This is an optimization exercise on Yosys and OpenROAD, whose aim is small area, a short achievable clock period and few clock cycles per item, not a production implementation. Where RTL was checked, it was by simulation tests only, not by an equivalence proof against the original.

==> v12: inputs <==
Design npe_enc, start of the top module:
module npe_enc #(
    parameter COMP_MAX = 8,
    parameter TEXT_MAX = 16,
    parameter LW       = 5
) (
    input  wire                  clk,
    input  wire                  rst,
    input  wire                  cmd_valid,
    output wire                  cmd_ready,
    input  wire [3:0]            cmd_op,
    input  wire [15:0]           cmd_n,
    input  wire [15:0]           cmd_x,
    input  wire [15:0]           cmd_y,
    input  wire [15:0]           cmd_r,
    input  wire                  cmd_vis,
    input  wire [1:0]            cmd_ckind,
    input  wire [2:0]            cmd_cname,
    input  wire [15:0]           cmd_cpacked,
    input  wire [7:0]            cmd_cr,
    input  wire [7:0]            cmd_cg,
    input  wire [7:0]            cmd_cb,
    input  wire [3:0]            cmd_chex_len,
    input  wire [63:0]           cmd_chex,
    input  wire [LW-1:0]         cmd_comp_len,
    input  wire [8*COMP_MAX-1:0] cmd_comp,
    input  wire [LW-1:0]         cmd_text_len,
    input  wire [8*TEXT_MAX-1:0] cmd_text,
    output wire                  tx_valid,
    output wire [7:0]            tx_data,
    input  wire                  tx_ready,
    output wire                  enc_busy,
    output reg                   err_v,
    output reg  [1:0]            err_code
);
clock: 20.0 ns
lec_check: 0
abc_area: 1
cap_margin: 20
core_margin: 2
core_utilization: 40
slew_margin: 20
standard.sh (not shown) runs the stock make flow with config.mk's settings and CLKGATE_MAP_FILE= SYNTH_SCRIPT=/design/flow/synth_recipe.tcl, a recipe that flattens the netlist after the stock synthesis.
==> flow/flow/run.sh <==
#!/bin/bash
set -euo pipefail
W=$PWD
rm -rf "$W/scripts_abc"
cp -r "$FLOW_HOME/scripts" "$W/scripts_abc"
cp "$W/flow/abc_area.script" "$W/scripts_abc/abc_area.script"
bash standard.sh SCRIPTS_DIR="$W/scripts_abc" synth > synth.log 2>&1
export BUFFER_PORTS_ARGS="-buffer_cell sky130_fd_sc_hd__buf_1"
bash standard.sh > layout.log 2>&1
==> flow/flow/abc_area.script <==
strash
&get -n
&fraig -x
&put
scorr
dc2
strash
&get -n
&dch -f
&nf -R 1000
&put
strash
&get -n
&dch -f
&nf -R 1000
&put
==> v31: changes against v12 <==
--- a/flow/design.v
+++ b/flow/design.v
@@ -182,23 +182,33 @@
                 5'd23:    begin s = {"WHITE", 8'h0};      n = 3'd4; end
                 default:  begin s = 48'h0;                n = 3'd0; end
             endcase
             lit_byte = {p == n, s[47 - 8*p -: 8]};
         end
     endfunction
+    function [3:0] add3;
+        input [3:0] d;
+        reg ge5;
+        begin
+            ge5 = d[3] | (d[2] & (d[1] | d[0]));
+            add3[3] = ge5;
+            add3[2] = (d[2] & ~d[1] & ~d[0]) | (d[3] & d[0]);
+            add3[1] = (~d[3] & ~d[2] & d[1]) | (d[2] & d[1] & d[0]) | (d[3] & ~d[0]);
+            add3[0] = d[0] ^ ge5;
+        end
+    endfunction
     function [19:0] dd4;
         input [19:0] a;
         input [3:0]  n;
         reg [23:0] t;
         integer i, j;
         begin
             t = {a, n};
             for (i = 0; i < 4; i = i + 1) begin
                 for (j = 0; j < 5; j = j + 1)
-                    if (t[4 + 4*j +: 4] >= 4'd5)
-                        t[4 + 4*j +: 4] = t[4 + 4*j +: 4] + 4'd3;
+                    t[4 + 4*j +: 4] = add3(t[4 + 4*j +: 4]);
                 t = t << 1;
             end
             dd4 = t[23:4];
         end
     endfunction
     wire [15:0] cc_rgb;
@@ -230,13 +240,17 @@
             default:   colour_val = {13'd0, cmd_cname};
         endcase
     end
     wire first_empty = (((cmd_op == OP_SETTXT) || (cmd_op == OP_SETBCO)) &&
                         (cmd_comp_len == 0)) ||
                        ((cmd_op == OP_RAW) && (cmd_text_len == 0));
-    reg          busy;
+    reg          busy;          
+    reg          fin_q;         
+    reg          valid_q;       
+    reg  [7:0]   tx_q;
+    reg          rdy_q;         
     reg  [3:0]   seg;
     reg  [3:0]   sp;
     reg  [1:0]   ns;            
     reg  [1:0]   ph;            
     reg  [3:0]   op_q;
     reg  [63:0]  comp_q;        
@@ -264,36 +278,36 @@
             K_TERM: lid = L_TERM;
             default: ;
         endcase
     end
     wire [8:0]  lb      = lit_byte(lid, sp[2:0]);
     wire        lit     = (kind == 2'd0);
-    wire        fin     = fin_seg && lb[8];
     wire next_col = lit && ((lid == L_BCO) || (lid == L_COMMC)) && !named;
     wire next_num = lit && ((lid == L_PAGE) || (lid == L_CIR) || (lid == L_CIRS) ||
                             ((lid == L_COMMA) && (op_q != OP_VIS))) || next_col;
     wire stall = next_num && lb[8] && (ph != 2'd3);
-    wire take      = !busy || (fin && tx_ready);
-    wire load      = !busy || fin;
+    wire refill    = !valid_q || tx_ready;
+    wire adv       = busy && !stall && refill;
+    wire take      = rdy_q || (fin_q && tx_ready);
+    wire load      = !busy || fin_q;
     assign cmd_ready = take && !rst;
-    assign tx_valid  = busy && !stall && !rst;
-    assign enc_busy  = busy;
+    assign tx_valid  = valid_q && !rst;
+    assign tx_data   = tx_q;
+    assign enc_busy  = busy || valid_q;
     wire accept = cmd_valid && cmd_ready;
-    wire send   = tx_valid && tx_ready;
-    wire nload  = send && next_num && lb[8];
+    wire nload  = adv && next_num && lb[8];
     wire [7:0] tbyte = text_q[8*sp +: 8];
     reg  [7:0] cur_byte;
     always @(*) begin
         case (kind)
             2'd0: cur_byte = lb[7:0];
             2'd1: cur_byte = comp_q[8*sp[2:0] +: 8];
             2'd2: cur_byte = tbyte;
             default: cur_byte = {4'h3, tbyte[3:0]};
         endcase
     end
-    assign tx_data = cur_byte;
     wire [3:0] sp1 = sp + 4'd1;
     reg seg_end;
     always @(*) begin
         case (kind)
             2'd0: seg_end = lb[8];
             2'd1: seg_end = (sp1 == clen_q);
@@ -319,53 +333,57 @@
         if      (conv[19:16] != 4'd0) first = 4'd11;
         else if (conv[15:12] != 4'd0) first = 4'd12;
         else if (conv[11:8]  != 4'd0) first = 4'd13;
         else if (conv[7:4]   != 4'd0) first = 4'd14;
         else                          first = 4'd15;
     end
+    wire busy_d  = accept ? (new_err == ERR_NONE) : (busy && !(adv && fin_q));
+    wire valid_d = refill ? adv : valid_q;
+    wire fin_d   = accept ? 1'b0 : adv ? (fin_seg && (sp[1:0] == 2'd1)) : fin_q;
     always @(posedge clk) begin
+        fin_q <= fin_d;
         if (rst) begin
             busy     <= 1'b0;
+            valid_q  <= 1'b0;
+            rdy_q    <= 1'b1;
             err_v    <= 1'b0;
             err_code <= ERR_NONE;
         end else begin
-            err_v <= 1'b0;
-            if (send && fin)
-                busy <= 1'b0;
-            if (accept) begin
+            busy     <= busy_d;
+            valid_q  <= valid_d;
+            rdy_q    <= !busy_d || (fin_d && !valid_d);
+            err_v    <= accept && (new_err != ERR_NONE);
+            if (accept)
                 err_code <= new_err;
-                if (new_err != ERR_NONE)
-                    err_v <= 1'b1;
-                else
-                    busy <= 1'b1;
-            end
         end
     end
     always @(posedge clk) begin
-        if (take) begin
+        if (adv)
+            tx_q <= cur_byte;
+        if (accept) begin
             seg <= first_empty ? 4'd1 : 4'd0;
             sp  <= 4'd0;
             ns  <= (cmd_op == OP_SETBCO) ? 2'd3 : 2'd0;
             ph  <= (cmd_op == OP_PAGE || reads_colour) ? 2'd0 : 2'd3;
-        end else if (send) begin
+        end else if (adv) begin
             if (seg_end) begin
                 seg <= seg + (skip ? 4'd2 : 4'd1);
                 sp  <= nload ? first : 4'd0;
             end else begin
                 sp  <= sp1;
             end
         end
         if (nload) begin
             ns    <= ns + 2'd1;
             ph    <= 2'd0;
-        end else if (!take && ph != 2'd3) begin
+        end else if (!accept && ph != 2'd3) begin
             ph    <= ph + 2'd1;
         end
     end
     always @(posedge clk) begin
-        if (take)
+        if (accept)
             op_q <= cmd_op;
     end
     always @(posedge clk) begin
         if (load) begin
             comp_q[63:48] <= cmd_comp[63:48];
             comp_q[47:0] <= reads_xyr ? {cmd_r, cmd_y, cmd_x} :
==> flow/flow/run.sh (replaced) <==
#!/bin/bash
set -euo pipefail
W=$PWD
rm -rf "$W/scripts_abc"
cp -r "$FLOW_HOME/scripts" "$W/scripts_abc"
cp "$W/flow/abc_area.script" "$W/scripts_abc/abc_area.script"
bash standard.sh SCRIPTS_DIR="$W/scripts_abc" ADDER_MAP_FILE= synth > synth.log 2>&1
export BUFFER_PORTS_ARGS="-buffer_cell sky130_fd_sc_hd__buf_1"
bash standard.sh > layout.log 2>&1
CAP_MARGIN = 10   (was 20)
CORE_UTILIZATION = 60   (was 40)
CTS_BUF_LIST = sky130_fd_sc_hd__clkbuf_16   (was not set)
CTS_CLUSTER_DIAMETER = 80   (was not set)
CTS_CLUSTER_SIZE = 30   (was not set)
SLEW_MARGIN = 10   (was 20)
==> v17: changes against v12 <==
--- a/flow/design.v
+++ b/flow/design.v
@@ -182,23 +182,33 @@
                 5'd23:    begin s = {"WHITE", 8'h0};      n = 3'd4; end
                 default:  begin s = 48'h0;                n = 3'd0; end
             endcase
             lit_byte = {p == n, s[47 - 8*p -: 8]};
         end
     endfunction
+    function [3:0] add3;
+        input [3:0] d;
+        reg ge5;
+        begin
+            ge5 = d[3] | (d[2] & (d[1] | d[0]));
+            add3[3] = ge5;
+            add3[2] = (d[2] & ~d[1] & ~d[0]) | (d[3] & d[0]);
+            add3[1] = (~d[3] & ~d[2] & d[1]) | (d[2] & d[1] & d[0]) | (d[3] & ~d[0]);
+            add3[0] = d[0] ^ ge5;
+        end
+    endfunction
     function [19:0] dd4;
         input [19:0] a;
         input [3:0]  n;
         reg [23:0] t;
         integer i, j;
         begin
             t = {a, n};
             for (i = 0; i < 4; i = i + 1) begin
                 for (j = 0; j < 5; j = j + 1)
-                    if (t[4 + 4*j +: 4] >= 4'd5)
-                        t[4 + 4*j +: 4] = t[4 + 4*j +: 4] + 4'd3;
+                    t[4 + 4*j +: 4] = add3(t[4 + 4*j +: 4]);
                 t = t << 1;
             end
             dd4 = t[23:4];
         end
     endfunction
     wire [15:0] cc_rgb;
==> flow/flow/run.sh (replaced) <==
#!/bin/bash
set -euo pipefail
W=$PWD
rm -rf "$W/scripts_abc"
cp -r "$FLOW_HOME/scripts" "$W/scripts_abc"
cp "$W/flow/abc_area.script" "$W/scripts_abc/abc_area.script"
bash standard.sh SCRIPTS_DIR="$W/scripts_abc" ADDER_MAP_FILE= synth > synth.log 2>&1
export BUFFER_PORTS_ARGS="-buffer_cell sky130_fd_sc_hd__buf_1"
bash standard.sh > layout.log 2>&1
CORE_UTILIZATION = 60   (was 40)
CTS_BUF_LIST = sky130_fd_sc_hd__clkbuf_4 sky130_fd_sc_hd__clkbuf_8   (was not set)
==> reports/qor.yml <==
placed_design:
  pre_cts_ws_ns: 11.35
power_and_ir_drop:
  power_clock_uw: 298
logic_synthesis:
  yosys-mux-area-fraction: 0.00800
  syn_nets: 1797
final_layout:
  seq_area_frac: 0.437
status:
  outcome: "finished clean"
setup_path:
  critPathKind: "register to register"
  worst-path-buf-inv: 0
floorplan:
  die_w_um: 153
The numbers above come from v31.

==> reports/qor.yml <==
setup_path:
  worst-path-buf-inv: 3
  critPathKind: "register to output port"
power_and_ir_drop:
  power_clock_uw: 438
floorplan:
  die_w_um: 151
  rows: 53
logic_synthesis:
  yosys-mux-area-fraction: 0.00963
  syn_nets: 1806
final_layout:
  seq_area_frac: 0.415
  nFillCells: 1566
status:
  outcome: "finished clean"
The numbers above come from v17.

==> reports/qor.yml <==
placed_design:
  pre_cts_ws_ns: 9.64
timing:
  final-setup-viol-count: 0
status:
  outcome: "finished clean"
final_layout:
  seq_area_frac: 0.371
  fin_area_sq_mm: 0.0177
setup_path:
  critPathKind: "register to output port"
  worst-path-buf-inv: 2
power_and_ir_drop:
  power_clock_uw: 468
grt:
  use_met3: 0.0454
logic_synthesis:
  syn_nets: 1946
  yosys-mux-area-fraction: 0.0868
floorplan:
  rows: 70
The numbers above come from v12.

Testbench counts of v12, summed over its fixed seeds: cycles 26,452, items 1,280.
Testbench counts of v31, summed over its fixed seeds: cycles 26,460, items 1,280.
The RTL of v17 was laid out without a check of its function.

-- what the ideal ports hide --
The flow's constraints put no driver on any port. The routed layouts listed below were extracted and timed again, unchanged, in two steps.
Step 1 sets driving cells, clkbuf_16 on the clock port and buf_2 on the other inputs (assumed; they add their load-dependent delay and slew).
Step 2, shift: input delay + t, output delay - t, t = (earliest + latest rising clock arrival at the registers) / 2. This alone moves slack from input paths to output paths.
a / b / c = ideal / step 1 / step 2; a / b = the first two.
| run | shift t [ns] | setup WS [ns] | worst setup path at the end | worst register clock-pin slew, ns |
|---|---|---|---|---|
| v12 | 0.619 | 8.911 / 8.852 / 9.472 | register to output | 0.06 / 0.06 |
| v31 | 0.542 | 11.326 / 11.326 / 11.326 | register to register | 0.11 / 0.11 |
| v17 | 0.581 | 7.082 / 7.035 / 7.615 | register to output | 0.07 / 0.07 |
After both steps setup and hold are still met in every run listed.
